Background: an optimization exercise with open tools, aiming at small area, a short achievable clock period and few clock cycles per item. Do not read the settings as production practice.
In this exercise RTL edits were held to simulation tests only and were not proved equivalent to the original.
Power and IR drop assume default switching activity.

## run 5
## fx25_kiss_enc
module fx25_kiss_enc (
    input  wire        clk,
    input  wire        rst,
    input  wire        chunk_valid,
    output reg         chunk_ready,
    input  wire [7:0]  chunk_len,
    input  wire [47:0] dst_call,      
    input  wire [3:0]  dst_ssid,
    input  wire [47:0] src_call,      
    input  wire [3:0]  src_ssid,
    input  wire        in_valid,
    output reg         in_ready,
    input  wire [7:0]  in_data,
    output reg         out_valid,
    input  wire        out_ready,
    output reg  [7:0]  out_data,
    output reg         out_last,
    output reg  [15:0] skip_count
);
==> flow/config.mk <==
export PLATFORM = sky130hd
export DESIGN_NAME = fx25_kiss_enc
export DESIGN_NICKNAME = fx25_kiss_enc
export VERILOG_FILES = /design/flow/design.v
export SDC_FILE = /design/flow/constraint.sdc
export NUM_CORES = 4
export LEC_CHECK = 0
export CAP_MARGIN = 20
export CORE_MARGIN = 2
export CORE_UTILIZATION = 40
export SETUP_SLACK_MARGIN = 2.8
export SLEW_MARGIN = 20
==> flow/constraint.sdc <==
create_clock -name core_clock -period 5.0 [get_ports {clk}]
set_input_delay 1.0000 -clock core_clock [delete_from_list [all_inputs] [get_ports {clk}]]
set_output_delay 1.0000 -clock core_clock [all_outputs]
set_load 0.01 [all_outputs]
run.sh (not shown) runs the stock make flow with config.mk's settings and CLKGATE_MAP_FILE= SYNTH_SCRIPT=/design/flow/synth_recipe.tcl, a recipe that flattens the netlist after the stock synthesis.
Run 5: PASS, flow complete, no timing, DRC or antenna violations
Testbench counts of run 5, summed over its fixed seeds: cycles 34,364, frames 128.
### run 5 -> run 1
- swapping 2.8 for 2.6 in SETUP_SLACK_MARGIN
Results
~same required time of the critical path in run 5 and run 1. Going from run 5 to run 1, cell area shrinks by 2.5%. The non-clock buffer count in run 1 is 0.828 times that in run 5. Proportion of power drawn by combinational gates came out lower on run 1 than on run 5. Run 5 leaves more setup margin than run 1.

== job 3019 ==
Another version of the RTL of fx25_kiss_enc (not shown whole).
Size: ~1300 cells after synthesis, about 0.018 mm2 of cells after synthesis.
==> flow/config.mk <==
export PLATFORM = sky130hd
export DESIGN_NAME = fx25_kiss_enc
export DESIGN_NICKNAME = fx25_kiss_enc
export VERILOG_FILES = /design/flow/design.v
export SDC_FILE = /design/flow/constraint.sdc
export NUM_CORES = 4
export LEC_CHECK = 0
export CAP_MARGIN = 20
export CORE_MARGIN = 2
export CORE_UTILIZATION = 70
export SETUP_SLACK_MARGIN = 2.95
export SLEW_MARGIN = 20
==> flow/constraint.sdc <==
create_clock -name core_clock -period 5.0 [get_ports {clk}]
set_input_delay 1.0000 -clock core_clock [delete_from_list [all_inputs] [get_ports {clk}]]
set_output_delay 1.0000 -clock core_clock [all_outputs]
set_load 0.01 [all_outputs]
standard.sh (not shown) runs the stock make flow with config.mk's settings and CLKGATE_MAP_FILE= SYNTH_SCRIPT=/design/flow/synth_recipe.tcl, a recipe that flattens the netlist after the stock synthesis.
==> flow/flow/run.sh <==
#!/bin/bash
set -euo pipefail
export BUFFER_PORTS_ARGS="-buffer_cell sky130_fd_sc_hd__buf_1"
export CTS_ARGS="-sink_clustering_enable -repair_clock_nets -dont_use_dummy_load -buf_list sky130_fd_sc_hd__clkbuf_16 -sink_clustering_size 20 -sink_clustering_max_diameter 100"
bash standard.sh > standard_flow.log 2>&1
Testbench counts of job 3019, summed over its fixed seeds: cycles 34,444, frames 128.
[inputs] job 1818 vs job 3019
Settings: PLACE_DENSITY now 0.85, previously not set; SETUP_SLACK_MARGIN now 2.8, was 2.95.
- From job 3019 to job 1818 the numbers moved as follows: signed area change from the synthesized netlist to the final layout has decreased, overall track demand over capacity in global routing decreased 1.8 points, routed wire length lower, clock buffer count in the final layout closely matched the old numbers.
- Compared with job 3019, in job 1818 share of the final layout cell area in sequential cells increased 2.6 points, clock group share of total power increased 0.5 points, cell-internal power decreased 200 uW.
- Job 1818 ended up with reg2reg as its path type of the worst setup path; job 3019 ended up with reg2out.
Edits applied to the flow inputs when going from job 1818 to job 3853:
Settings: CORE_UTILIZATION now 60, was 70; SETUP_SLACK_MARGIN now 2.9, was 2.8.
==> comparison <==
- Job 3853 and job 1818 ended up with nearly the same flip-flop and latch area.
- Summary of job 3853 over job 1818: async set-or-reset flop fraction in the synthesized netlist shows no meaningful change; wire length saw an increase; clock network fraction of total power about even; combinational power share +0.7 points.
- Summary: with job 1818 as the reference, average vias per placed instance in job 3853 moved up slightly.
- The maximum clock frequency on job 3853 is in line with that on job 1818.
diff inputs: job 3853 => job 993
Settings: swapping 2.9 for 2.8 in SETUP_SLACK_MARGIN; swapping 60 for 70 in CORE_UTILIZATION.
==> flow/flow/run.sh <==
#!/bin/bash
set -euo pipefail
export BUFFER_PORTS_ARGS="-buffer_cell sky130_fd_sc_hd__buf_1"
export CTS_ARGS="-sink_clustering_enable -repair_clock_nets -dont_use_dummy_load -buf_list sky130_fd_sc_hd__clkbuf_8 -sink_clustering_size 14 -sink_clustering_max_diameter 80"
bash standard.sh > standard_flow.log 2>&1
--- outcome ---
- The peak ir drop on the vdd network reported for job 993 is greater than that of job 3853 by 0.0034 mV.
- Job 993 ends up with lower slew at the pin closest to its max-slew limit than job 3853 does.
- Job 993: full flow OK, the timing, design-rule and antenna checks passed
- From job 3853 to job 993, final max-slew violation count did not move at all.
- When job 993 is measured against job 3853, its sequential group share of total power turns out 2.0 points higher.
For job 4239, these inputs were changed with respect to job 993:
Settings: CORE_UTILIZATION changed from 70 to 60; PLACE_DENSITY removed (was 0.85).
==> flow/flow/run.sh <==
#!/bin/bash
set -euo pipefail
export BUFFER_PORTS_ARGS="-buffer_cell sky130_fd_sc_hd__buf_1"
export CTS_ARGS="-sink_clustering_enable -repair_clock_nets -dont_use_dummy_load -buf_list sky130_fd_sc_hd__clkbuf_16 -sink_clustering_size 20 -sink_clustering_max_diameter 100"
bash standard.sh > standard_flow.log 2>&1
Findings:
Job 4239 ended with every stage complete and zero timing, DRC or antenna violations.
Every stage of the flow completed for job 993, and the final layout passed the timing, design-rule and antenna checks.
Going from job 993 to job 4239, final RePlAce weighted congestion grew by a few percent.
Critical path depth: job 4239 vs job 993 up 1
Job 4239 vs. job 993: sequential power went down by about 0.8%.
Lower end-of-flow core utilization goes to job 4239 over job 993.
Job 4239 has power consumption above what job 993 had.
Final critical delay including setup and external delays: job 4239 lower than job 993
Cmp job 4239 vs job 993: fraction of area in multi-input gates lower in job 4239
Between job 993 and job 4239, the count of TritonRoute iterations in the first routing pass is lower for job 4239.
Delta (job 4239 minus job 993): combinational cell fraction of total power lower; clock network latency to the later pin of the worst-skew pair lower.
Modified inputs, job 9262 compared to job 4239
Settings: setting PLACE_DENSITY to 0.8 for the first time.
--- outcome ---
Cell leakage power grows slightly when moving from job 4239 to job 9262. Combinational fraction of design power: job 9262 vs job 4239 up 0.5 points. Diff job 4239 -> job 9262: global-route usage over all layers now sits higher; post-detailed-routing wire length has increased. Layout buffer count excluding clock buffers for job 9262: 5.1% up relative to job 4239. Delta(area growth from synthesis to layout, job 9262 - job 4239) > 0. Job 9262 ends up with a slack of the critical path that is 0.0095 ns higher than in job 4239. Of the two values seen for last element of the critical path, u_rs.fb[1] was produced by job 4239 and skip_count[7] by job 9262.

fx25_kiss_enc again, from the RTL that the note above started with.
==> flow/config.mk <==
export PLATFORM = sky130hd
export DESIGN_NAME = fx25_kiss_enc
export DESIGN_NICKNAME = fx25_kiss_enc
export VERILOG_FILES = /design/flow/design.v
export SDC_FILE = /design/flow/constraint.sdc
export NUM_CORES = 4
export LEC_CHECK = 0
export CAP_MARGIN = 20
export CORE_MARGIN = 2
export CORE_UTILIZATION = 60
export SETUP_SLACK_MARGIN = 2.8
export SLEW_MARGIN = 20
==> flow/constraint.sdc <==
create_clock -name core_clock -period 5.0 [get_ports {clk}]
set_input_delay 1.0000 -clock core_clock [delete_from_list [all_inputs] [get_ports {clk}]]
set_output_delay 1.0000 -clock core_clock [all_outputs]
set_load 0.01 [all_outputs]
==> flow/flow/run.sh <==
#!/bin/bash
set -euo pipefail
export BUFFER_PORTS_ARGS="-buffer_cell sky130_fd_sc_hd__buf_1"
export CTS_ARGS="-sink_clustering_enable -repair_clock_nets -dont_use_dummy_load -buf_list sky130_fd_sc_hd__clkbuf_8 -sink_clustering_size 14 -sink_clustering_max_diameter 80"
bash standard.sh > standard_flow.log 2>&1
Testbench counts at the start, summed over its fixed seeds: cycles 34,444, frames 128.
Next try:
==> flow/flow/run.sh (replaced) <==
#!/bin/bash
set -euo pipefail
export BUFFER_PORTS_ARGS="-buffer_cell sky130_fd_sc_hd__buf_1"
export CTS_ARGS="-sink_clustering_enable -repair_clock_nets -dont_use_dummy_load -buf_list sky130_fd_sc_hd__clkbuf_16 -sink_clustering_size 20 -sink_clustering_max_diameter 100"
bash standard.sh > standard_flow.log 2>&1
Settings changed: SETUP_SLACK_MARGIN 2.8 to 2.75.
Effect: Register-to-register slack is about the same. Area after synthesis is unchanged. Routed wire length grows by 1.4%. Final cell count shrinks by about 1%. Cell area barely changes. Non-clock buffer count shrinks by 10. Setup slack loses 28 ps. Die area does not change. Worst hold slack hardly moves.
Next try:
==> flow/flow/run.sh (replaced) <==
#!/bin/bash
set -euo pipefail
export BUFFER_PORTS_ARGS="-buffer_cell sky130_fd_sc_hd__buf_1"
export CTS_ARGS="-sink_clustering_enable -repair_clock_nets -dont_use_dummy_load -buf_list sky130_fd_sc_hd__clkbuf_8 -sink_clustering_size 14 -sink_clustering_max_diameter 80"
bash standard.sh > standard_flow.log 2>&1
Settings changed: PLACE_DENSITY set to 0.8, SETUP_SLACK_MARGIN 2.75 to 2.8.
Result: Worst setup slack degrades by 35 ps. Sequential cell count is unchanged. Clock power falls by about a fifth. Die area is unchanged. Cell count increases slightly. Power goes down slightly.
Next try:
==> flow/flow/run.sh (replaced) <==
#!/bin/bash
set -euo pipefail
export BUFFER_PORTS_ARGS="-buffer_cell sky130_fd_sc_hd__buf_1"
export CTS_ARGS="-sink_clustering_enable -repair_clock_nets -dont_use_dummy_load -buf_list sky130_fd_sc_hd__clkbuf_16 -sink_clustering_size 20 -sink_clustering_max_diameter 100"
bash standard.sh > standard_flow.log 2>&1
Settings changed: CORE_UTILIZATION 60 to 70, PLACE_DENSITY 0.8 to unset.
What happened: The changed run passed the timing, design-rule and antenna checks. Setup slack gets better by 32 ps. Final area is about the same. First-iteration DRC count falls by roughly a tenth. Via count went down slightly. Total power rose by a few percent. Die area fell by roughly a tenth. Non-clock buffer count shrinks by 6. Clock skew falls by 18 ps. Sequential share of layout area is about the same. Global-route usage grows by 2.4 points. Synthesized cell count is unchanged.
Next try:
Settings changed: CAP_MARGIN 20 to 5, CORE_UTILIZATION 70 to 60, SLEW_MARGIN 20 to 5.
Non-clock buffer count came out higher by 8; routed wire length is higher by 1.0%; utilization goes down by 10 points; via count fell by 1.6%; fmax rises by 1.1%; setup slack improves by 24 ps; global-route usage shrinks by 3.5 points.

## separate check: timing with driven ports
The results above use ideal ports. As a check the final layouts listed here were re-extracted and re-timed, cells and wires unchanged. Step 1: set_driving_cell puts a clkbuf_16 on clk and a buf_2 on each other input, an assumption about the parent block. Step 2 also shifts input and output timing later by t, the mid clock arrival at the registers, as if the neighbouring blocks saw the same clock. a / b / c = no drivers / after step 1 / after step 2; a / b = the first two.
run	t, ns	setup WS [ns]	worst register clock-pin slew, ns	worst data-port slew with drivers (ns)
run 5	0.603	2.721 / 2.749 / 2.147	0.06 / 0.06	0.06
run 1	0.611	2.666 / 2.666 / 2.108	0.07 / 0.07	0.07
job 3019	0.577	2.844 / 2.793 / 2.431	0.09 / 0.09	0.05
job 1818	0.558	2.847 / 2.834 / 2.306	0.09 / 0.09	0.04
job 3853	0.564	2.854 / 2.854 / 2.385	0.09 / 0.09	0.05
job 993	0.619	2.798 / 2.798 / 2.238	0.10 / 0.10	0.04
job 4239	0.549	2.836 / 2.833 / 2.340	0.09 / 0.09	0.05
job 9262	0.573	2.846 / 2.796 / 2.342	0.09 / 0.09	0.08
the first run of note 3	0.620	2.843 / 2.816 / 2.273	0.10 / 0.10	0.05
the second run of note 3	0.561	2.815 / 2.765 / 2.342	0.09 / 0.09	0.06
the third run of note 3	0.632	2.780 / 2.762 / 2.301	0.10 / 0.10	0.07
the fourth run of note 3	0.549	2.812 / 2.812 / 2.300	0.09 / 0.09	0.04
the fifth run of note 3	0.549	2.836 / 2.833 / 2.340	0.09 / 0.09	0.05
After both steps setup and hold are still met in every run listed. The setup slack of run 5, which loses most, moves by +0.028 ns with the drivers and by -0.574 ns with both steps.
